What follows belongs to an exercise in optimizing a design on an open flow for small area, a short achievable clock period and few clock cycles; a production flow would make more cautious choices. At most, simulation tests tie the RTL to the original design; equivalence was not proved. Only the layout flow was run in runs 3 and 4; the RTL was not checked for function there. Power is estimated from default activity; no workload was simulated.

===== flow/run.sh =====
#!/bin/bash
# synth_recipe.tcl (not shown) runs the flow's synth.tcl, then flattens the netlist and writes it again
# the make line also repeats each setting of config.mk as NAME=value (left out here)
make -C /OpenROAD-flow-scripts/flow DESIGN_CONFIG=/design/flow/config.mk WORK_HOME=/design/flow/orfs CLKGATE_MAP_FILE= SYNTH_SCRIPT=/design/flow/synth_recipe.tcl finish

===== flow/config.mk =====
export PLATFORM = sky130hd
export DESIGN_NAME = codec_core
export DESIGN_NICKNAME = codec_core
export VERILOG_FILES = /design/flow/design.v
export SDC_FILE = /design/flow/constraint.sdc
export NUM_CORES = 4
export LEC_CHECK = 0
export ABC_AREA = 1
export CAP_MARGIN = 20
export CORE_MARGIN = 2
export CORE_UTILIZATION = 40
export SLEW_MARGIN = 20

===== flow/constraint.sdc =====
create_clock -name core_clock -period 5.0 [get_ports {clk}]
set_input_delay 1.0000 -clock core_clock [delete_from_list [all_inputs] [get_ports {clk}]]
set_output_delay 1.0000 -clock core_clock [all_outputs]
set_load 0.01 [all_outputs]

===== flow/design.v =====
module codec_core (
    input             clk,
    input             rst,
    input             cmd_valid,
    output            cmd_ready,
    input      [7:0]  cmd_opc,
    input      [4:0]  cmd_width,
    input      [15:0] cmd_len,
    input      [15:0] cmd_count,
    input             in_valid,
    output            in_ready,
    input      [15:0] in_data,
    output            out_valid,
    input             out_ready,
    output     [15:0] out_data,
    output            done,
    output            err,
    output     [3:0]  err_code,
    output     [15:0] err_info
);
    reg        busy;       
    reg        fin;        
    reg        fresh;      
    reg        skip;       
    reg [1:0]  fam;        
    reg        dir;        
    reg [4:0]  w;          
    reg [3:0]  p;          
    reg [3:0]  amt;        
    reg [15:0] in_left;    
    reg [15:0] cnt;        
    reg [15:0] idx;        
    reg [15:0] W0;         
    reg        ld;         
    reg        tl;         
    reg        rn;         
    reg        inz, in1;   
    reg        cntz, cnt1; 
    reg        crs, need;  
    reg        err_r;
    reg        c_w;        
    reg        c_r;        
    reg        ov;
    reg [15:0] od;
    reg        done_r;
    wire is_rle = ~fam[1] & ~fam[0];
    wire is_q   = fam[0];
    wire is_bp  = fam[1];
    wire enc = is_rle & ~dir;
    wire dec = is_rle &  dir;
    wire qd  = is_q   & ~dir;
    wire qu  = is_q   &  dir;
    wire pk  = is_bp  & ~dir;
    wire up  = is_bp  &  dir;
    wire work = busy & ~fin;
    wire room = ~ov | out_ready;
    wire [15:0] mask;      
    wire [15:0] gep;       
    genvar j;
    generate
        for (j = 0; j < 16; j = j + 1) begin : g_th
            assign mask[j] = w > j;
            assign gep[j]  = p <= j;
        end
    endgenerate
    wire [4:0]  sum   = {1'b0, p} + w;
    wire [4:0]  sum2  = {1'b0, sum[3:0]} + w;
    wire        left  = pk | qu;
    wire [15:0] m2    = up ? {16{~inz}} : left ? (mask & {16{~tl}}) : 16'hFFFF;
    wire [15:0] selw  = up ? gep : {16{enc | (dec & ~ld)}};
    wire [15:0] flip  = {qd, 5'd0, qu, 9'd0};
    wire [15:0] X     = (selw & W0) | (~selw & ((in_data & m2) ^ flip));
    wire [15:0] r1    = amt[0] ? {X[0],     X[15:1]}  : X;
    wire [15:0] r2    = amt[1] ? {r1[1:0],  r1[15:2]} : r1;
    wire [15:0] r4    = amt[2] ? {r2[3:0],  r2[15:4]} : r2;
    wire [15:0] R     = amt[3] ? {r4[7:0],  r4[15:8]} : r4;
    wire [15:0] bp_out = left ? ((gep & R) | (~gep & W0)) : (R & mask);
    wire bad  = |(in_data & ~mask);
    wire same = (in_data[7:0] == W0[7:0]) & ~cntz;
    wire [15:0] in_left_m1 = in_left - 16'd1;
    wire [15:0] cnt_m1     = cnt - 16'd1;
    wire [15:0] idx_p1     = idx + 16'd1;
    wire        in_left2   = in_left == 16'd2;
    wire        cnt2       = cnt == 16'd2;
    wire wq = work & ~skip;
    wire rdy_a = work & ~inz & (skip | (up & (cntz | ~ld)) | (dec & cntz));
    wire rdy_b = wq & ~inz & (is_q | (pk & ~tl) | (up & ld & ~cntz & crs) |
                              (dec & ~cntz & (ld | cnt1)) | (enc & ~tl));
    wire in_rdy = rdy_a | (rdy_b & room);
    wire take   = in_valid & in_rdy;
    wire em_r  = wq & ((pk & tl) | (up & ld & ~cntz & (~crs | inz)) | (dec & ~ld & ~cntz) |
                       (enc & (tl | ld)) | (enc & ~tl & ~ld & inz & rn));
    wire em_rv = wq & up & ld & ~cntz & crs & ~inz;
    wire em_t  = wq & (is_q | (pk & ~tl & (crs | in1)) | (dec & ld & ~cntz));
    wire em_tb = wq & enc & ~tl & ~ld & rn;
    wire emit  = (room & (em_r | (em_rv & in_valid))) | (take & (em_t | (em_tb & ~same)));
    wire f_1  = (work & skip & inz) | (wq & ((is_q & inz) | (pk & ~tl & inz) | (up & cntz & inz) |
                                             (dec & ~ld & cntz & inz) | (enc & ~tl & ~ld & inz & ~rn)));
    wire f_v  = (work & skip & in1) | (wq & up & cntz & in1);
    wire f_t  = wq & ((is_q & in1) | (pk & ~tl & in1 & ~need) | (dec & ld & in1 & (cntz | cnt1)));
    wire f_r  = wq & ((pk & tl) | (up & ld & ~cntz & cnt1 & inz) | (dec & ~ld & ~cntz & cnt1 & inz) |
                      (enc & ld & ~tl & inz & ~rn));
    wire f_rv = wq & up & ld & ~cntz & cnt1 & crs & in1;
    wire finish = f_1 | (in_valid & f_v) | (take & f_t) | (room & (f_r | (f_rv & in_valid)));
    wire ecnt     = enc & (tl | ~ld);
    wire cmd_fire = cmd_valid & ~busy;
    wire wk       = wq;
    wire e_brk   = take & ~same & wk & enc & ~tl & rn;
    wire e_tail  = room & wk & enc & ~tl & ~ld & inz & rn;
    wire e_start = take & wk & enc & ~rn;
    wire e_ext   = take & same & wk & enc & rn;
    wire d_load  = take & wk & dec & ~ld;
    wire c_dec   = (emit & wk & (up | dec)) | e_ext;
    wire step    = (take & wk & pk & ~tl) | (emit & wk & up & ld & ~cntz);
    wire inc     = take & (skip ? dec : ~((qu | pk) & ((~fresh & err_r) | bad)));
    always @(posedge clk) begin
        if (rst) begin
            busy   <= 1'b0;
            fin    <= 1'b0;
            ov     <= 1'b0;
            done_r <= 1'b0;
        end else begin
            done_r <= fin & room;
            ov     <= emit | (ov & ~out_ready);
            if (cmd_fire)
                busy <= 1'b1;
            else if (work & finish)
                busy <= 1'b0;
            if (work & finish)
                fin <= 1'b1;
            else if (room)
                fin <= 1'b0;
        end
        if (emit)
            od <= ecnt ? {8'd0, ~cnt[7:0]} : bp_out;
        if (cmd_fire) begin
            fam   <= cmd_opc[5:4];
            dir   <= cmd_opc[1];
            w     <= cmd_opc[4] ? 5'd10 : cmd_opc[5] ? cmd_width : 5'd8;
            skip  <= (cmd_opc[5] & (cmd_width == 5'd0 || cmd_width > 5'd16)) |
                     (~cmd_opc[5] & ~cmd_opc[4] & cmd_opc[1] & cmd_len[0]);
            fresh <= 1'b1;
        end else if (work)
            fresh <= 1'b0;
        if (cmd_fire) begin
            in_left <= cmd_len;
            inz     <= cmd_len == 16'd0;
            in1     <= cmd_len == 16'd1;
        end else if (take) begin
            in_left <= in_left_m1;
            inz     <= in1;
            in1     <= in_left2;
        end
        if (cmd_fire) begin
            p    <= cmd_opc[4] ? 4'd6 : (~cmd_opc[5] & ~cmd_opc[1]) ? 4'd8 : 4'd0;
            amt  <= cmd_opc[4] ? (cmd_opc[1] ? 4'd10 : 4'd6) : (~cmd_opc[5] & ~cmd_opc[1]) ? 4'd8 : 4'd0;
            crs  <= cmd_width[4];
            need <= cmd_width[4] & (|cmd_width[3:0]);
        end else if (step) begin
            p    <= sum[3:0];
            amt  <= dir ? sum[3:0] : 4'd0 - sum[3:0];
            crs  <= sum2[4];
            need <= sum2[4] & (|sum2[3:0]);
        end
        if (cmd_fire) begin
            cnt  <= cmd_count & {16{cmd_opc[5]}};
            cntz <= ~cmd_opc[5] | (cmd_count == 16'd0);
            cnt1 <= cmd_opc[5] & (cmd_count == 16'd1);
        end else if (d_load) begin
            cnt  <= {8'd0, in_data[7:0]};
            cntz <= in_data[7:0] == 8'd0;
            cnt1 <= in_data[7:0] == 8'd1;
        end else if (e_start | e_brk) begin
            cnt  <= 16'h00FE;
            cntz <= 1'b0;
            cnt1 <= 1'b0;
        end else if (c_dec) begin
            cnt  <= cnt_m1;
            cntz <= cnt1;
            cnt1 <= cnt2;
        end
        if (cmd_fire)
            W0 <= 16'd0;
        else if (wk) begin
            if (pk) begin
                if (~tl & take)
                    W0 <= crs ? (R & ~gep) : bp_out;
            end else if (e_brk | e_tail)
                W0 <= {W0[7:0], in_data[7:0]};
            else if ((up & ~cntz & (ld ? (emit & crs) : (inz | in_valid))) |
                     (is_rle & take))
                W0 <= in_data & {16{~inz}};
        end
        if (cmd_fire) begin
            ld <= 1'b0;
            tl <= 1'b0;
            rn <= 1'b0;
        end else if (wk) begin
            if (pk) begin
                if (tl) begin
                    if (room) tl <= 1'b0;
                end else if (take & in1 & need)
                    tl <= 1'b1;
            end else if (up) begin
                if (~cntz & ~ld & (inz | in_valid))
                    ld <= 1'b1;
            end else if (dec) begin
                if (take)
                    ld <= ~ld;
            end else if (enc) begin
                if (e_start)
                    rn <= 1'b1;
                else if (e_tail)
                    rn <= 1'b0;
                if (tl) begin
                    if (room) tl <= 1'b0;
                end else if (ld) begin
                    if (e_brk) tl <= 1'b1;
                    else if (room) ld <= 1'b0;
                end else if (e_brk | e_tail)
                    ld <= 1'b1;
            end
        end
        if (work) begin
            if (fresh) begin
                err_r <= skip | (take & (qu | pk) & bad);
                c_w   <= skip & is_bp;
                c_r   <= ~skip;
                idx   <= inc ? 16'd1 : {11'd0, w & {5{skip & is_bp}}};
            end else begin
                if (take & ~skip & (qu | pk) & bad)
                    err_r <= 1'b1;
                if (inc)
                    idx <= idx_p1;
            end
        end
    end
    assign cmd_ready = ~busy;
    assign in_ready  = in_rdy;
    assign out_valid = ov;
    assign out_data  = od;
    assign done      = done_r;
    assign err       = err_r;
    assign err_code  = {~c_w & c_r, 1'b0, c_w, ~c_w};
    assign err_info  = idx;
endmodule

==> results of run 1 <==
-- kinds of logic after synthesis --
| group | synth area share (%) |
|---|---|
| and+or+nand+nor | 38.93 |
| buffers and inverters | 8.574 |
| xor gates and xnor gates | 2.642 |
| other | 0.04040 |
| AOI/OAI and AO/OA | 13.52 |
| adders and majority gates | 2.319 |
| DFF | 33.97 |
-- synthesized netlist by cell type (8+ instances only) --
cell type  instances  area share, %
nand2_1          356             14
nand3_1          249             13
inv_1            139            5.6
nor2_1           128            5.2
o21ai_0           97            5.2
edfxtp_1          89             29
a21oi_1           54            2.9
clkbuf_1          31            1.3
dfxtp_1           24            5.2
nor3_1            17           0.92
nand4_1           16            1.1
ha_1              14            1.9
xnor2_1           14            1.3
xor2_1            14            1.3
o221ai_1          12            1.1
a21oi_2           11            1.0
nor4_1            10           0.67
nand3b_1           8           0.65
o21ai_1            8           0.43
-- layout make-up --
type,instances,area [sq um]
fill,2414,11640
tap,285,356.6
timing repair buffer,114,1106
inverter,147,554.3
clock inverter,13,135.1
sequential,113,3153
multi-input combinational,1074,5335
clock buffer,19,432.9
-- per-layer routing --
metal / global-route usage [%] / vias to the layer above
met1: 37.71 / 4574
li1: - / 4885
met2: 43.65 / 436
met5: 0 / -
met3: 4.292 / 64
met4: 9.174 / 0
-- power breakdown --
| part | total, mW | switching [mW] | internal [mW] | leakage, nW |
|---|---|---|---|---|
| Clock | 1.23 | 0.495 | 0.734 | 0.279 |
| Sequential | 1.26 | 0.121 | 1.14 | 1.05 |
| Combinational | 1.02 | 0.668 | 0.353 | 3.42 |
| Total | 3.51 | 1.28 | 2.23 | 4.75 |
-- worst paths after layout --
path	from	endpoint	slack [ns]
hold / removal	fin$_SDFFE_PP0P_	done_r$_SDFF_PP0_	0.48
setup reg to reg	dir$_DFFE_PP_	W0[15]$_SDFFE_PP0P_	1.27
setup / recovery	in_data[4]	cnt[6]$_DFFE_PP_	1.13
hold reg to reg	fin$_SDFFE_PP0P_	done_r$_SDFF_PP0_	0.48
-- flip-flops by register name, indices dropped and copies added, names as in the netlist, 2 cells and up --
| signal | count |
|---|---|
| p | 4 |
| idx | 16 |
| W0 | 16 |
| cnt | 16 |
| amt | 3 |
| in_left | 16 |
| od | 16 |
| fam | 2 |
| w | 5 |
-- worst max-delay path: cells and delay by family --
kind	cells	cell delay, ns
compound gates	1	0.08
simple gates	9	1.66
buf+inv	4	1.23
-- metrics by stage --
step | cell area (sq um) | utilization [%] | hold slack [ns] | total power [mW] | setup WS [ns]
after floorplan | 9281 | - | 0.4464 | 1.918 | 1.335
after CTS | 11070 | 48.76 | 0.4815 | 3.501 | 1.230
final | 11070 | 48.76 | 0.4843 | 3.508 | 1.127
after detailed placement | 10510 | 46.26 | 0.4686 | 2.276 | 0.7955
after global placement | 10510 | 46.26 | 0.4692 | 2.265 | 0.7831
after global routing | 11070 | 48.76 | 0.4911 | 3.683 | 0.9627
==> impl_metrics.yaml, run 1 <==
run_status:
  status: "timing/DRC/antenna clean"
worst_setup_path:
  rr_worst_depth: 18
  startpoint_type: "input port"
  slowest_delay_ns: 0.63
  path_class: "input port to flop"
  cp_max_fo: 18
  crit_path_top_delay_cell: "nand4_1"
  cpMostUsedCell: "nor2_1"
  critPathArrivalTime_ns: 3.98
  crit_chain: "clkdlybuf4s50_1 > inv_1 > nand2_1 > nand3_1 > nand3b_1 > nor2_1 > nor2_1 > nand4_1 > nand2_1 > nor2_2 > inv_1 > nor2_1 > o21ai_1 > buf_4"
  endpoint_kind: "flop"
  crit_required_ns: 5.11
timing:
  fmax_ghz: 0.2582
  report.final.setup_viol: 0
  fin_crit_sh_pct: 77.45
  grt_setup_unrepaired: "no"
  tightest_slew_ns: 1.077
  finalClockSkew_ns: 0.01455
  timing.setup.tns_ns: 0
  finalMaxSlewViolations: 0
  hold_viol_final: 0
  post-route-min-period_ns: 3.873
  relSlewSlack_pct: 27.95
place:
  io_buffers: 100
  hpwlAfterDp_um: 24580
  place.gp.congestion: 0.9757
  dp_cells: 1733
clock_network:
  ctsResizeCount: 0
  clk_path_buf_depth: 2
  postCtsSetupRepairBufs: 0
  cts_sinks: 113
  cts_tree: "built"
  path_clk_slew_ns: 0.06
  htree_levels: 4
  numCtsBuffers: 17
  insertion_delay_ns: 0.43
  holdBufCountCts: 0
  cts-root-buf: "clkbuf_16"
synthesis:
  syn_inst: 1387
  synth_async_sr_flop_share_pct: 0
  ys.flop_type: "edfxtp_1"
  synth.yosys.seq_area_share_pct: 33.97
  ys_ff_latch: 113
  synth_fp_nets: 1469
  synth_warnings: 1
  synth_cell_types: 54
  synth_edf_count: 89
  syn_area_sq_mm: 0.009281
  synth.avg_cell_area_sq_um: 6.692
floorplanning:
  die_h_um: 156.3
  core_area_sq_mm: 0.02271
  chipWidth_um: 156.3
  die_area_sq_mm: 0.02444
  start_util_pct: 40.87
  num_io_pins: 107
  num_rows: 55
finish:
  final_nets: 1549
  syn2layout_area_growth_pct: 19.30
  diodes: 0
  layout_common_cells: "nand2_1 (356), nand3_1 (249), inv_1 (139)"
  drive_gt1_share_pct: 5.946
  final_common_cell: "nand2_1"
  final_cell_count_no_fill: 1765
job:
  maxCapViolations: 0
global_route:
  grt_max_degree: 44
  grt_pass1_wl_um: 51160
  track_usage_pct: 27.30
  antenna_found_initial: 0
  grt_pass1_vias: 9215
  overflow: 0
drt:
  drtAntennaViolNets: 0
  drt-pass1-iter-count: 6
  drcViolationCount: 0
  routed_wl_um: 32710
  met2_length_um: 14650
  met1_length_um: 14720
  top_layer: "met4"
  viasPerCell: 5.642
  drt_iter0_drc: 1255
  post_drt_wl_per_cell_um: 18.53
  route.met3.wl_um: 2461
  vias: 9959
power:
  peakVddDrop_mv: 0.2230
  leakage_nw: 4.749
  power.density_mw_per_mm2: 316.8
hold_path:
  hp-class: "flop to flop"
  holdPathStages: 2
Testbench counts, summed over its fixed seeds: cycles 54,166.
==> run 2, diff against run 1 <==
--- a/flow/config.mk
+++ b/flow/config.mk
@@ -11,2 +11,3 @@
 export CORE_UTILIZATION = 40
+export SETUP_SLACK_MARGIN = 2.3
 export SLEW_MARGIN = 20
==> run 2 against run 1 <==
Clock power increased by 3%. Global-route usage increased by 1.5 points. Still clean on timing, DRC and antenna. Non-clock buffer count increased by 58. Largest cell class unchanged. Wire length increased by 6.3%.
==> impl_metrics.yaml, run 2 <==
synthesis:
  synth_xor_area_share_pct: 2.642
  synth_cell_types: 54
  ys.flop_type: "edfxtp_1"
  synth.avg_cell_area_sq_um: 6.692
  yosysTopAreaCell: "edfxtp_1"
  syn_area_sq_mm: 0.009281
  synth_area_leaders: "edfxtp_1 (29%), nand2_1 (14%), nand3_1 (13%), inv_1 (5.6%), o21ai_0 (5.2%)"
  ys_ff_latch: 113
  synth_edf_count: 89
  synth_top_area_share_pct: 28.79
  yosys.area_share.simple_pct: 38.93
  synth-adder-area-share_pct: 2.319
  syn_inst: 1387
  synthTopCellsByCount: "nand2_1 (356), nand3_1 (249), inv_1 (139)"
  synth_top_family_by_area: "simple AND/OR/NAND/NOR gates"
  synth.mux.area_fraction_pct: 0
  synth_compound_area_share_pct: 13.52
  synth_async_sr_flop_share_pct: 0
  yosys.cell_count.top_type: "nand2_1"
  synth.yosys.seq_area_share_pct: 33.97
  synth_fp_nets: 1469
  synth_warnings: 1
timing:
  report.final.setup_viol: 0
  post-route-min-period_ns: 2.798
  timing.setup.tns_ns: 0
  fin_ws_ns: 2.202
  hold_viol_final: 0
  finalMaxSlewViolations: 0
  relSlewSlack_pct: 49.70
  finalClockSkew_ns: 0.01111
  fmax_ghz: 0.3574
  grt_setup_unrepaired: "yes"
  fin_crit_sh_pct: 55.96
  hold_slack_ns: 0.4947
  tightest_slew_ns: 0.7545
drt:
  drt_iter0_drc: 1062
  routed_wl_um: 34770
  viasPerCell: 5.756
  vias: 10520
  drt-pass1-iter-count: 6
  post_drt_wl_per_cell_um: 19.03
  drtAntennaViolNets: 0
  drcViolationCount: 0
hold_path:
  hp-class: "flop to flop"
  holdPathStages: 2
worst_setup_path:
  crit_required_ns: 4.00
  rr_worst_depth: 21
  startpoint_type: "flop"
  endpoint_kind: "primary output"
  critPathArrivalTime_ns: 1.80
  cp_max_fo: 6
  path_class: "flop to primary output"
finish:
  final_common_cell: "nand2_1"
  syn2layout_area_growth_pct: 31.98
  drive_gt1_share_pct: 15.69
  layout_common_cells: "nand2_1 (331), nand3_1 (227), inv_1 (130)"
  final_core_util_pct: 53.94
  diodes: 0
  final_area_sq_mm: 0.01225
  final_nets: 1611
  final_cell_count_no_fill: 1827
place:
  place_area_sq_mm: 0.01051
  place_ws_ns: 0.8405
  io_buffers: 100
  dp_cells: 1729
  hpwlAfterDp_um: 24670
  place.gp.congestion: 1.019
clock_network:
  path_clk_slew_ns: 0.06
  cts-root-buf: "clkbuf_16"
  clk_path_buf_depth: 2
  cts_tree: "built"
  htree_levels: 4
  cts_sinks: 113
  numCtsBuffers: 17
  insertion_delay_ns: 0.43
floorplanning:
  num_rows: 55
  start_util_pct: 40.87
  die_h_um: 156.3
  num_io_pins: 107
  die_area_sq_mm: 0.02444
  chipWidth_um: 156.3
  core_area_sq_mm: 0.02271
run_status:
  status: "timing/DRC/antenna clean"
global_route:
  grt_pass1_vias: 9890
  grt_max_degree: 44
  overflow: 0
  track_usage_pct: 28.77
  grt_pass1_wl_um: 53960
  antenna_found_initial: 0
power:
  peakVddDrop_mv: 0.2168
  total_power_mw: 3.734
  power.density_mw_per_mm2: 304.9
  leakage_nw: 5.178
job:
  maxCapViolations: 0
run 2: cell counts after synthesis:
No cell type changed its count.
run 2: critical path, cell delays in order, from the launching register on:
cell	delay (ns)
edfxtp_1	0.45
buf_4	0.19
nand2_8	0.12
clkinv_16	0.09
nand2_8	0.07
nor2_4	0.03
nor2_1	0.10
nand2_1	0.06
nand3_2	0.08
nand2_4	0.06
buf_6	0.12
run 2: layer usage:
| metal | GRT usage, % | part of all wire [%] | up-vias |
|---|---|---|---|
| met2 | 46.00 | 45 | 559 |
| met5 | 0 | 0 | - |
| met1 | 38.29 | 42 | 4830 |
| li1 | - | - | 5003 |
| met3 | 5.012 | 8.9 | 125 |
| met4 | 12.49 | 4.1 | 0 |
run 2: worst paths after layout:
path | to | start | slack, ns
max | in_ready | dir$_DFFE_PP_ | 2.20
min | done_r$_SDFF_PP0_ | fin$_SDFFE_PP0P_ | 0.49
max reg2reg | W0[10]$_SDFFE_PP0P_ | dir$_DFFE_PP_ | 2.29
min reg2reg | done_r$_SDFF_PP0_ | fin$_SDFFE_PP0P_ | 0.49
run 2: area by class of cell:
type	count	area [sq um]
clock buffers	18	429.2
clock inverters	14	161.4
fillers	2231	10460
inverters	147	594.3
multi-input cells	1078	5891
flip-flops and latches	113	3158
well taps	285	356.6
repair buffers	172	1659
run 2: cell families (layout without fill, tap and decap cells):
kind of cell,count (synthesis),count (layout)
adders and majority gates,16,16
and+or+nand+nor,814,818
AOI/OAI and AO/OA,215,215
other,1,1
xor gates and xnor gates,28,28
buffers and inverters,200,351
DFF,113,113
run 2: power by group:
part           total (mW)  switching, mW  leakage, nW  internal, mW
clock                1.27          0.490        0.284         0.781
sequential           1.25          0.107         1.05          1.14
combinational        1.22          0.772         3.85         0.446
total                3.73           1.37         5.18          2.37
run 2: what timing repair did:
action	CTS	global route
cloned	3	1
gates resized for setup	90	99
setup buffers	43	19
hold buffers	0	0
endpoints found under the hold margin	0	0
endpoints found under the setup margin	118	85
pin swaps	18	20
==> run 3, diff against run 2 <==
--- a/flow/design.v
+++ b/flow/design.v
@@ -22,3 +22,2 @@
     reg        fin;        
-    reg        fresh;      
     reg        skip;       
@@ -31,3 +30,2 @@
     reg [15:0] cnt;        
-    reg [15:0] idx;        
     reg [15:0] W0;         
@@ -44,3 +42,2 @@
     reg [15:0] od;
-    reg        done_r;
     wire is_rle = ~fam[1] & ~fam[0];
@@ -69,3 +66,3 @@
     wire [15:0] m2    = up ? {16{~inz}} : left ? (mask & {16{~tl}}) : 16'hFFFF;
-    wire [15:0] selw  = up ? gep : {16{enc | (dec & ~ld)}};
+    wire [15:0] selw  = up ? (gep & {16{ld}}) : {16{enc | (dec & ~ld)}};
     wire [15:0] flip  = {qd, 5'd0, qu, 9'd0};
@@ -81,3 +78,2 @@
     wire [15:0] cnt_m1     = cnt - 16'd1;
-    wire [15:0] idx_p1     = idx + 16'd1;
     wire        in_left2   = in_left == 16'd2;
@@ -85,4 +81,4 @@
     wire wq = work & ~skip;
-    wire rdy_a = work & ~inz & (skip | (up & (cntz | ~ld)) | (dec & cntz));
-    wire rdy_b = wq & ~inz & (is_q | (pk & ~tl) | (up & ld & ~cntz & crs) |
+    wire rdy_a = work & ~inz & (skip | (up & cntz) | (dec & cntz));
+    wire rdy_b = wq & ~inz & (is_q | (pk & ~tl) | (up & ~cntz & (~ld | crs)) |
                               (dec & ~cntz & (ld | cnt1)) | (enc & ~tl));
@@ -90,5 +86,5 @@
     wire take   = in_valid & in_rdy;
-    wire em_r  = wq & ((pk & tl) | (up & ld & ~cntz & (~crs | inz)) | (dec & ~ld & ~cntz) |
+    wire em_r  = wq & ((pk & tl) | (up & ~cntz & ((ld & ~crs) | inz)) | (dec & ~ld & ~cntz) |
                        (enc & (tl | ld)) | (enc & ~tl & ~ld & inz & rn));
-    wire em_rv = wq & up & ld & ~cntz & crs & ~inz;
+    wire em_rv = wq & up & ~cntz & (~ld | crs) & ~inz;
     wire em_t  = wq & (is_q | (pk & ~tl & (crs | in1)) | (dec & ld & ~cntz));
@@ -100,9 +96,12 @@
     wire f_t  = wq & ((is_q & in1) | (pk & ~tl & in1 & ~need) | (dec & ld & in1 & (cntz | cnt1)));
-    wire f_r  = wq & ((pk & tl) | (up & ld & ~cntz & cnt1 & inz) | (dec & ~ld & ~cntz & cnt1 & inz) |
+    wire f_r  = wq & ((pk & tl) | (up & ~cntz & cnt1 & inz) | (dec & ~ld & ~cntz & cnt1 & inz) |
                       (enc & ld & ~tl & inz & ~rn));
-    wire f_rv = wq & up & ld & ~cntz & cnt1 & crs & in1;
+    wire f_rv = wq & up & ~cntz & cnt1 & (~ld | crs) & in1;
     wire finish = f_1 | (in_valid & f_v) | (take & f_t) | (room & (f_r | (f_rv & in_valid)));
     wire ecnt     = enc & (tl | ~ld);
-    wire cmd_fire = cmd_valid & ~busy;
+    wire cmd_rdy  = ~busy & (~fin | room);
+    wire cmd_fire = cmd_valid & cmd_rdy;
     wire wk       = wq;
+    wire wbad     = cmd_width == 5'd0 || cmd_width > 5'd16;
+    wire skip_c   = (cmd_opc[5] & wbad) | (~cmd_opc[5] & ~cmd_opc[4] & cmd_opc[1] & cmd_len[0]);
     wire e_brk   = take & ~same & wk & enc & ~tl & rn;
@@ -112,5 +111,4 @@
     wire d_load  = take & wk & dec & ~ld;
-    wire c_dec   = (emit & wk & (up | dec)) | e_ext;
-    wire step    = (take & wk & pk & ~tl) | (emit & wk & up & ld & ~cntz);
-    wire inc     = take & (skip ? dec : ~((qu | pk) & ((~fresh & err_r) | bad)));
+    wire c_dec   = (emit & wk & (up | dec)) | e_ext | (take & ~bad & wk & (qu | pk) & ~err_r);
+    wire step    = (take & wk & pk & ~tl) | (emit & wk & up & ~cntz);
     always @(posedge clk) begin
@@ -120,5 +118,3 @@
             ov     <= 1'b0;
-            done_r <= 1'b0;
         end else begin
-            done_r <= fin & room;
             ov     <= emit | (ov & ~out_ready);
@@ -139,7 +135,8 @@
             w     <= cmd_opc[4] ? 5'd10 : cmd_opc[5] ? cmd_width : 5'd8;
-            skip  <= (cmd_opc[5] & (cmd_width == 5'd0 || cmd_width > 5'd16)) |
-                     (~cmd_opc[5] & ~cmd_opc[4] & cmd_opc[1] & cmd_len[0]);
-            fresh <= 1'b1;
-        end else if (work)
-            fresh <= 1'b0;
+            skip  <= skip_c;
+            err_r <= skip_c;
+            c_w   <= cmd_opc[5] & wbad;
+            c_r   <= cmd_opc[5] | cmd_opc[4];
+        end else if (take & ~skip & (qu | pk) & bad)
+            err_r <= 1'b1;
         if (cmd_fire) begin
@@ -165,3 +162,4 @@
         if (cmd_fire) begin
-            cnt  <= cmd_count & {16{cmd_opc[5]}};
+            cnt  <= cmd_opc[5] ? (wbad ? ~{11'd0, cmd_width} : cmd_opc[1] ? cmd_count : 16'hFFFF) :
+                    cmd_opc[4] ? 16'hFFFF : (cmd_opc[1] & cmd_len[0]) ? ~cmd_len : 16'd0;
             cntz <= ~cmd_opc[5] | (cmd_count == 16'd0);
@@ -189,3 +187,3 @@
                 W0 <= {W0[7:0], in_data[7:0]};
-            else if ((up & ~cntz & (ld ? (emit & crs) : (inz | in_valid))) |
+            else if ((up & ~cntz & emit & (crs | ~ld)) |
                      (is_rle & take))
@@ -204,4 +202,4 @@
             end else if (up) begin
-                if (~cntz & ~ld & (inz | in_valid))
-                    ld <= 1'b1;
+                if (~cntz & ~ld & emit)
+                    ld <= ~crs;
             end else if (dec) begin
@@ -223,17 +221,4 @@
         end
-        if (work) begin
-            if (fresh) begin
-                err_r <= skip | (take & (qu | pk) & bad);
-                c_w   <= skip & is_bp;
-                c_r   <= ~skip;
-                idx   <= inc ? 16'd1 : {11'd0, w & {5{skip & is_bp}}};
-            end else begin
-                if (take & ~skip & (qu | pk) & bad)
-                    err_r <= 1'b1;
-                if (inc)
-                    idx <= idx_p1;
-            end
-        end
     end
-    assign cmd_ready = ~busy;
+    assign cmd_ready = cmd_rdy;
     assign in_ready  = in_rdy;
@@ -241,6 +226,6 @@
     assign out_data  = od;
-    assign done      = done_r;
+    assign done      = fin & room;
     assign err       = err_r;
     assign err_code  = {~c_w & c_r, 1'b0, c_w, ~c_w};
-    assign err_info  = idx;
+    assign err_info  = ~cnt;
 endmodule
--- a/flow/config.mk
+++ b/flow/config.mk
@@ -11,3 +11,2 @@
 export CORE_UTILIZATION = 40
-export SETUP_SLACK_MARGIN = 2.3
 export SLEW_MARGIN = 20
==> run 3 against run 2 <==
Still clean. Core utilization decreased by 6.7 points. Combinational power decreased by 16%. Sequential cell count decreased by 18. Synthesized area decreased by 4.4%. Critical path type unchanged.
==> impl_metrics.yaml, run 3 <==
worst_setup_path:
  critPathTopFamily: "simple AND/OR/NAND/NOR gates"
  crit_buf_inv: 1
  path_class: "flop to primary output"
  crit_chain: "nand2_4 > nor2_1 > nand2_1 > nand3_1 > nand3_2 > nand2_4 > clkdlybuf4s50_1"
  slowest_delay_ns: 0.84
  cp_max_fo: 12
  critPathArrivalTime_ns: 2.62
  rr_startpoint: "dir$_DFFE_PP_"
  crit_required_ns: 4.00
  cpMostUsedCell: "nand2_4"
  crit_path_top_delay_cell: "edfxtp_1"
  endpoint_kind: "primary output"
  rr_endpoint: "cnt1$_DFFE_PP_"
  r2r_setup_slack_ns: 1.47
  startpoint_type: "flop"
  rr_worst_depth: 13
power:
  leakage_nw: 4.700
  total_power_mw: 2.873
  power.density_mw_per_mm2: 278.7
  peakVddDrop_mv: 0.1711
finish:
  layout_common_cells: "nand2_1 (359), nand3_1 (208), inv_1 (170)"
  final_nets: 1535
  fillers: 2324
  final_area_sq_mm: 0.01031
  drive_gt1_share_pct: 6.438
  final_common_cell: "nand2_1"
  multi_input_area_sq_mm: 0.005255
  seqCellArea_sq_mm: 0.002633
  syn2layout_area_growth_pct: 16.18
  diodes: 0
clock_network:
  cts-root-buf: "clkbuf_16"
  cts_sinks: 95
  insertion_delay_ns: 0.37
  htree_levels: 3
  holdBufCountCts: 0
  path_clk_slew_ns: 0.08
  cts_tree: "built"
  numCtsBuffers: 9
  ctsResizeCount: 0
  clk_path_buf_depth: 2
  postCtsSetupRepairBufs: 0
place:
  place_area_sq_mm: 0.009993
  hpwlAfterDp_um: 26060
  place.gp.congestion: 0.9649
  place_ws_ns: 1.220
  io_buffers: 100
synthesis:
  yosysTopAreaCell: "edfxtp_1"
  synth_compound_area_share_pct: 14.60
  synth.avg_cell_area_sq_um: 6.397
  synth_top_area_share_pct: 24.71
  yosys.cell_count.top_type: "nand2_1"
  synth.mux.area_fraction_pct: 0
  ys.flop_type: "edfxtp_1"
  synth_async_sr_flop_share_pct: 0
  synth.yosys.seq_area_share_pct: 29.67
  synth_edf_count: 73
  synth_cell_types: 55
  syn_inst: 1387
  synth_area_leaders: "edfxtp_1 (25%), nand2_1 (15%), nand3_1 (12%), inv_1 (7.2%), nor2_1 (5.8%)"
  ys_ff_latch: 95
  synth_fp_nets: 1467
  yosys.area_share.simple_pct: 40.21
  synth_xor_area_share_pct: 2.270
  synth_top_family_by_area: "simple AND/OR/NAND/NOR gates"
  synth-adder-area-share_pct: 2.059
  syn_area_sq_mm: 0.008872
  synthTopCellsByCount: "nand2_1 (360), nand3_1 (208), inv_1 (170)"
  synth_warnings: 1
drt:
  routed_wl_um: 33990
  drcViolationCount: 0
  vias: 9746
  drtAntennaViolNets: 0
  viasPerCell: 5.601
  drt_iter0_drc: 974
  post_drt_wl_per_cell_um: 19.53
  drt-pass1-iter-count: 5
run_status:
  status: "timing/DRC/antenna clean"
floorplanning:
  core_area_sq_mm: 0.02182
  die_area_sq_mm: 0.02339
  die_h_um: 152.9
  num_io_pins: 107
  num_rows: 54
  chipWidth_um: 152.9
  start_util_pct: 40.65
timing:
  post-route-min-period_ns: 3.622
  report.final.setup_viol: 0
  hold_viol_final: 0
  fin_crit_sh_pct: 72.43
  relSlewSlack_pct: 30.77
  fmax_ghz: 0.2761
  finalMaxSlewViolations: 0
  timing.setup.tns_ns: 0
  fin_ws_ns: 1.378
  finalClockSkew_ns: 0.009189
  tightest_slew_ns: 1.037
  grt_setup_unrepaired: "no"
  hold_slack_ns: 0.4981
global_route:
  grtUsageMet2_pct: 45.42
  grt_max_degree: 48
  grt_pass1_vias: 9067
  met1_usage_pct: 38.77
  track_usage_pct: 28.49
  use_met3_pct: 3.431
  grt_pass1_wl_um: 51810
  grt.busiest_layer: "met2"
  antenna_found_initial: 0
  overflow: 0
hold_path:
  worstHoldEndpoint: "busy$_SDFFE_PP0P_"
  holdPathStages: 2
  hold_path.startpoint: "busy$_SDFFE_PP0P_"
  hp-class: "flop to flop"
job:
  maxCapViolations: 0
run 3: changes by cell type in the layout (fill, tap and decap cells not counted), moves of 18 or more:
| cell | previous run | this run |
|---|---|---|
| o21ai_0 | 83 | 102 |
| inv_1 | 130 | 170 |
| nand3_2 | 22 | 4 |
| nand2_1 | 331 | 359 |
| nor2_1 | 118 | 137 |
| nand3_1 | 227 | 208 |
| buf_4 | 54 | 7 |
run 3: cell type report:
type                            instances  area share, %
Inverter                              187          6.810
Clock buffer                            9          2.185
Multi-Input combinational cell       1055          50.98
Tap cell                              280          3.399
Sequential cell                        95          25.54
Timing Repair Buffer                  107          10.22
Clock inverter                          7         0.8619
run 3: per-layer routing:
metal  wire length [um]  part of all wire (%)  vias up
met5                  0                     0        -
met4               1462                   4.3        0
met3               2309                   6.8       69
met2              15470                    46      436
met1              14740                    43     4497
li1                   -                     -     4744
run 3: logic make-up (layout without fill, tap and decap cells):
kind of cell	after synthesis	count (layout)
xor+xnor	23	23
simple gates	793	793
flops	95	95
fa+ha+maj	14	14
other cells	1	1
compound gates	224	224
buf+inv	237	310
run 3: worst max path at each step:
stage	depth (start not counted)	end	start
6_report	7	in_ready	dir$_DFFE_PP_
5_1_grt	16	od[7]$_DFFE_PP_	dir$_DFFE_PP_
4_1_cts	6	cmd_ready	out_ready
3_5_place_dp	17	W0[9]$_SDFFE_PP0P_	in_data[5]
3_3_place_gp	12	cnt1$_DFFE_PP_	out_ready
2_1_floorplan	9	cnt1$_DFFE_PP_	out_ready
run 3: where the power goes:
| part | switching, mW | internal [mW] |
|---|---|---|
| Combinational | 0.684 | 0.351 |
| Clock | 0.377 | 0.401 |
| Sequential | 0.109 | 0.951 |
| Total | 1.17 | 1.70 |
run 3: worst min-delay path, stage by stage (launching register included):
cell and delay (ns):
dfxtp_1 0.32, nand4_1 0.09, a21oi_1 0.06
run 3: stage by stage:
stage	std cells	util, %
after floorplan	1387	-
after global placement	1724	45.79
after detailed placement	1724	45.79
after CTS	1740	47.23
after global routing	1740	47.23
final	1740	47.23
==> run 4, diff against run 3 <==
==> flow/flow/run.sh (new file) <==
#!/bin/bash
# Standard synthesis, then the standard ORFS layout steps with two changes:
# port buffers are buf_2 (not the platform's default delay buffer) and the
# resizer may swap cells across footprints.
set -euo pipefail
bash standard.sh synth > synth.log 2>&1
bash standard.sh "BUFFER_PORTS_ARGS=-buffer_cell sky130_fd_sc_hd__buf_2" \
    MATCH_CELL_FOOTPRINT=0 finish > layout.log 2>&1
==> flow/standard.sh (new file) <==
#!/bin/bash
# synth_recipe.tcl (not shown) runs the flow's synth.tcl, then flattens the netlist and writes it again
# the make line also repeats each setting of config.mk as NAME=value (left out here)
make -C /OpenROAD-flow-scripts/flow DESIGN_CONFIG=/design/flow/config.mk WORK_HOME=/design/flow/orfs CLKGATE_MAP_FILE= SYNTH_SCRIPT=/design/flow/synth_recipe.tcl "${@:-finish}"
removed: flow/run.sh
==> run 4 against run 3 <==
Combinational power shrank 4%. Global-route usage shrank 0.23 points. Register-to-register slack lost 0.10 ns. Via count grew 0.80%. Critical path type is now flop to flop. Largest cell class unchanged. Clock skew grew 0.0034 ns. Sequential cell count is the same. Fmax shrank 0.26%. Still clean.
==> impl_metrics.yaml, run 4 <==
timing:
  fmax_ghz: 0.2754
  hold_viol_final: 0
  finalClockSkew_ns: 0.01255
  report.final.setup_viol: 0
  timing.setup.tns_ns: 0
  grt_setup_unrepaired: "no"
  relSlewSlack_pct: 30.06
  post-route-min-period_ns: 3.631
  fin_crit_sh_pct: 72.62
  tightest_slew_ns: 1.048
  finalMaxSlewViolations: 0
global_route:
  grt_max_degree: 56
  grt_pass1_wl_um: 51720
  antenna_found_initial: 0
  grt_pass1_vias: 9025
  track_usage_pct: 28.25
  overflow: 0
place:
  io_buffers: 100
  hpwlAfterDp_um: 25800
  place.gp.congestion: 0.9684
  place_area_sq_mm: 0.009478
  dp_cells: 1722
power:
  power.density_mw_per_mm2: 284.1
  peakVddDrop_mv: 0.1741
  leakage_nw: 4.699
  total_power_mw: 2.781
synthesis:
  synth_cell_types: 55
  synth.yosys.seq_area_share_pct: 29.67
  synth_edf_count: 73
  synth_warnings: 1
  ys_ff_latch: 95
  synth_area_leaders: "edfxtp_1 (25%), nand2_1 (15%), nand3_1 (12%), inv_1 (7.2%), nor2_1 (5.8%)"
  ys.flop_type: "edfxtp_1"
  yosysTopAreaCell: "edfxtp_1"
  synth.avg_cell_area_sq_um: 6.397
  syn_inst: 1387
  synth_top_area_share_pct: 24.71
  synth_async_sr_flop_share_pct: 0
  synthTopCellsByCount: "nand2_1 (360), nand3_1 (208), inv_1 (170)"
  syn_area_sq_mm: 0.008872
  yosys.cell_count.top_type: "nand2_1"
  synth_fp_nets: 1467
drt:
  viasPerCell: 5.652
  post_drt_wl_per_cell_um: 19.30
  vias: 9824
  drt-pass1-iter-count: 8
  drtAntennaViolNets: 0
  drt_iter0_drc: 1113
  drcViolationCount: 0
  routed_wl_um: 33540
clock_network:
  ctsResizeCount: 0
  path_clk_slew_ns: 0.07
  clk_path_buf_depth: 2
  insertion_delay_ns: 0.37
  cts_sinks: 95
  numCtsBuffers: 9
  cts_tree: "built"
  holdBufCountCts: 0
  htree_levels: 3
  postCtsSetupRepairBufs: 0
  cts-root-buf: "clkbuf_16"
finish:
  final_cell_count_no_fill: 1738
  final_area_sq_mm: 0.009789
  syn2layout_area_growth_pct: 10.34
  drive_gt1_share_pct: 13.24
  multi_input_area_sq_mm: 0.005255
  seqCellArea_sq_mm: 0.002633
  diodes: 0
  final_core_util_pct: 44.86
  final_common_cell: "nand2_1"
  final_nets: 1533
  layout_common_cells: "nand2_1 (359), nand3_1 (208), inv_1 (170)"
  fillers: 2404
floorplanning:
  core_area_sq_mm: 0.02182
  die_h_um: 152.9
  die_area_sq_mm: 0.02339
  num_io_pins: 107
  num_rows: 54
  chipWidth_um: 152.9
  start_util_pct: 40.65
worst_setup_path:
  critPathArrivalTime_ns: 3.47
  path_class: "flop to flop"
  endpoint_kind: "flop"
  startpoint_type: "flop"
  crit_required_ns: 4.84
  cp_max_fo: 43
run_status:
  status: "timing/DRC/antenna clean"
hold_path:
  hp-class: "flop to flop"
job:
  maxCapViolations: 0
-- run 4: per-stage QoR --
step / worst slack (ns) / hold slack (ns)
4_1_cts: 1.435 / 0.4952
2_1_floorplan: 1.943 / 0.4544
6_report: 1.369 / 0.4934
5_1_grt: 1.155 / 0.5249
3_5_place_dp: 1.213 / 0.4836
3_3_place_gp: 1.304 / 0.4825
-- run 4: cell type report --
| type | instances | area share [%] |
|---|---|---|
| clock buffer | 9 | 2.301 |
| clock inverter | 7 | 0.8819 |
| inverter | 187 | 7.170 |
| multi-input combinational | 1055 | 53.68 |
| sequential | 95 | 26.89 |
| tap | 280 | 3.579 |
| timing repair buffer | 105 | 5.496 |
-- run 4: report_power, final --
group	switching [mW]	internal (mW)	leakage [nW]
Clock	0.375	0.361	0.151
Sequential	0.109	0.952	0.874
Combinational	0.680	0.304	3.67
-- run 4: layer usage --
| metal | GRT usage (%) | up-vias | wire length [um] |
|---|---|---|---|
| li1 | - | 4744 | - |
| met1 | 39.31 | 4552 | 14740 |
| met2 | 44.16 | 450 | 14940 |
| met3 | 3.771 | 78 | 2351 |
| met4 | 11.99 | 0 | 1514 |
| met5 | 0 | - | 0 |
-- run 4: kinds of logic after synthesis --
group	Yosys count	share of synthesized area (%)
buffers and inverters	237	11.15
and+or+nand+nor	793	40.21
AOI/OAI and AO/OA	224	14.60
other	1	0.04227
xor gates and xnor gates	23	2.270
DFF	95	29.67
adders and majority gates	14	2.059
-- run 4: worst paths after layout --
check / endpoint / start / cells after the start / slack, ns
worst min-delay path: busy$_SDFFE_PP0P_ / busy$_SDFFE_PP0P_ / 2 / 0.49
worst max-delay path: cnt[11]$_DFFE_PP_ / dir$_DFFE_PP_ / 7 / 1.37
worst min register to register: busy$_SDFFE_PP0P_ / busy$_SDFFE_PP0P_ / 2 / 0.49
worst max register to register: cnt[11]$_DFFE_PP_ / dir$_DFFE_PP_ / 7 / 1.37
-- run 4: critical path, cell delays in order (launching register included) --
cell and delay (ns):
edfxtp_1 0.77, inv_2 0.17, nand2_2 0.21, nand2_2 0.52
inv_1 0.49, nor2_1 0.07, a31oi_1 0.17, nand3_1 0.69

==> static timing again, ports no longer ideal <==
In the flow no input, the clock included, has a driving cell. The finished layouts below were timed again as built, in two steps. Step 1 sets driving cells, clkbuf_16 on the clock port and buf_2 on the other inputs (assumed; they add their load-dependent delay and slew). Step 2 times the ports against the registers' clock, not the clock port: input delays grow and output delays shrink by t, the midpoint of the rising clock arrivals with the driver on. a / b / c = no drivers / after step 1 / after step 2; a / b = the first two.
run | shift t [ns] | setup WS [ns] | worst hold slack (ns) | clock arrival spread, ns | worst register clock-pin slew, ns
run 1 | 0.471 | 1.127 / 1.146 / 0.675 | 0.484 / 0.484 / 0.484 | 0.015 / 0.015 | 0.07 / 0.07
run 2 | 0.467 | 2.202 / 2.157 / 1.818 | 0.495 / 0.495 / 0.495 | 0.011 / 0.011 | 0.06 / 0.06
run 3 | 0.412 | 1.378 / 1.329 / 1.188 | 0.498 / 0.498 / 0.498 | 0.009 / 0.010 | 0.08 / 0.08
run 4 | 0.412 | 1.369 / 1.369 / 1.217 | 0.493 / 0.493 / 0.493 | 0.012 / 0.012 | 0.08 / 0.08
After both steps setup and hold are still met in every run listed. The setup slack of run 1, which loses most, moves by +0.019 ns with the drivers and by -0.452 ns with both steps.
